Context: an optimization exercise on an open-source flow, tuned for small area, a short achievable clock period and few clock cycles per item. The choices shown serve that exercise and are no tape-out recipe.
Where RTL was checked, it was by simulation tests only, not by an equivalence proof against the original.
No activity file was given, so power comes from the tool's default toggle rates.

## the reference run
Design vesc_fext, start of the top module:
module vesc_fext (
    input  wire       clk,
    input  wire       rst,
    input  wire       in_valid,
    input  wire [7:0] in_data,
    input  wire       in_last,
    output wire       in_ready,
    output wire       out_valid,
    output wire [7:0] out_data,
    output wire       out_last,
    output wire       out_found,
    output wire [6:0] out_len,
    input  wire       out_ready
);
    function [15:0] crc_step;
        input [15:0] c;
        input [7:0]  b;
        reg   [15:0] t;
        begin
            t = {c[7:0], c[15:8]};
            t = t ^ {8'h00, b};
            t = t ^ {12'h000, t[7:4]};
            t = t ^ {t[3:0], 12'h000};
            t = t ^ {3'b000, t[7:0], 5'b00000};
            crc_step = t;
        end
    endfunction
    reg  [1023:0] ring;
    reg  [6:0]    T, T1;     
    wire [7:0]    r127 = ring[1023:1016];
    wire [7:0]    r126 = ring[1015:1008];
    wire [7:0]    tap  = ring[1007:1000];
    reg        iv;           
    reg        iw;           
    reg        ie;           
    reg        il;           
    reg [7:0]  id;
    always @(posedge clk)
        ring <= {ring[1015:0], iw ? id : r127};
    reg        dv;           
    reg        dbig, dovf;
    reg        bf;           
    reg        bsel;         
    wire [6:0] bL, bp;
    wire       rescan = dv & dovf & ~bf & ~dbig;
    wire       push   = dv & ~rescan;
    wire       pfound = bf & ~dbig;
    wire [6:0] pL     = pfound ? bL : 7'd0;
    wire       pF     = pfound & (bL != 7'd0);
  ...
clock: 10.0 ns
lec_check: 0
cap_margin: 20
core_margin: 2
core_utilization: 40
cts_cluster_diameter: 64
cts_cluster_size: 36
slew_margin: 20
standard.sh (not shown) runs the stock make flow with config.mk's settings and CLKGATE_MAP_FILE= SYNTH_SCRIPT=/design/flow/synth_recipe.tcl, a recipe that flattens the netlist after the stock synthesis.
==> flow/flow/run.sh <==
#!/bin/bash
# Standard layout (standard.sh: the standard flow's synthesis and ORFS flow, unchanged),
# with two repair settings of ORFS passed through the environment:
#  - port buffers use buf_4 instead of the default pick, and
#  - repair_timing aims for a setup slack margin of 7 ns.
# The full make output goes to standard.log here; ORFS's per-step logs are
# under orfs/logs/.
set -euo pipefail
export BUFFER_PORTS_ARGS="-buffer_cell sky130_fd_sc_hd__buf_4"
export SETUP_SLACK_MARGIN=7
bash standard.sh > standard.log 2>&1
Having completed the whole flow, the reference run delivered a layout that passed the timing, design-rule and antenna checks.
Testbench counts of the reference run, summed over its fixed seeds: cycles 93,964, items 1,280.
Relative to the reference run, the following input files were edited for the trial run:
- changing CTS_CLUSTER_SIZE from 36 to 32
- changing CTS_CLUSTER_DIAMETER from 64 to 60
==> flow/flow/run.sh <==
#!/bin/bash
# Standard layout (standard.sh: the standard flow's synthesis and ORFS flow, unchanged),
# with two repair settings of ORFS passed through the environment:
#  - port buffers use buf_4 instead of the default pick, and
#  - repair_timing aims for a setup slack margin of 6.5 ns.
# The full make output goes to standard.log here; ORFS's per-step logs are
# under orfs/logs/.
set -euo pipefail
export BUFFER_PORTS_ARGS="-buffer_cell sky130_fd_sc_hd__buf_4"
export SETUP_SLACK_MARGIN=6.5
bash standard.sh > standard.log 2>&1
Results
Changes observed in the trial run relative to the reference run: area after synthesis held steady; post-detailed-route via-to-cell ratio held steady; total power grew by 5.0%; post-layout minimum cycle time shrank by 31 ps. Comparing fraction of power consumed by the clock network for the trial run and the reference run, the smaller number came from the reference run. The trial run: met2 wire length higher than the reference run.

tundra:
Another version of the RTL of vesc_fext (not shown whole).
Size in the first run: roughly 2200 cells after synthesis, about 1300 flip-flops, about 32 I/O pins.
clock: 10.0 ns
lec_check: 0
cap_margin: 20
core_margin: 2
core_utilization: 65
setup_slack_margin: 5
slew_margin: 20
run.sh (not shown) runs the stock make flow with config.mk's settings and CLKGATE_MAP_FILE= SYNTH_SCRIPT=/design/flow/synth_recipe.tcl, a recipe that flattens the netlist after the stock synthesis.
Stock flow here: none of the scripts above is used.
--- input diff tundra..harbor ---
--- a/flow/config.mk
+++ b/flow/config.mk
@@ -7,0 +8 @@
+export ABC_CLOCK_PERIOD_IN_PS = 4000
==> run notes <==
- On clock transition time at the flip-flop clock pins of the worst setup and hold paths, harbor tracks tundra almost exactly.
- Total power consumption of the routed design: harbor vs tundra, no meaningful difference
- harbor vs. tundra: area after synthesis shows no meaningful change, logic depth of the worst path, buffers included neither gained nor lost much, number of hold buffers added after CTS held, maximum fanout encountered on the critical timing path shows no meaningful change, relative contribution of sequential cells to total power now sits at about the same level.
- Comparing tundra against harbor, there is no change at all in routed wire length on met2.
- tundra -> harbor: number of global-route vias before repair delta 0, exact match
- From harbor to tundra, number of clock buffer instances in the layout did not move at all.
No run of this note included a check of the RTL's function; only the layout flow was run.

==> static timing again, ports no longer ideal <==
In the flow no input, the clock included, has a driving cell. The finished layouts below were timed again as built, in two steps. Step 1, drivers: a clkbuf_16 drives clk and a buf_2 each remaining input, both assumed. Step 2 adds t to the input delays and takes it off the output delays; t is the mean of the earliest and latest rising clock arrival at the registers after step 1. Input paths then give back, and output paths get back, about the clock's delay inside the block. Slacks: ideal ports / drivers / drivers and shift; pairs: ideal ports / drivers.
run | t (ns) | setup WS [ns] | worst hold slack (ns) | worst register clock-pin slew, ns | pins driven straight from the clock port
the reference run | 0.701 | 6.757 / 6.696 / 6.434 | 0.302 / 0.302 / 0.302 | 0.12 / 0.12 | 1
the trial run | 0.686 | 6.788 / 6.724 / 6.186 | 0.301 / 0.301 / 0.301 | 0.11 / 0.11 | 1
tundra | 0.704 | 5.348 / 5.376 / 4.673 | 0.316 / 0.316 / 0.316 | 0.07 / 0.07 | 1
harbor | 0.704 | 5.348 / 5.376 / 4.673 | 0.316 / 0.316 / 0.316 | 0.07 / 0.07 | 1
After both steps setup and hold are still met in every run listed.
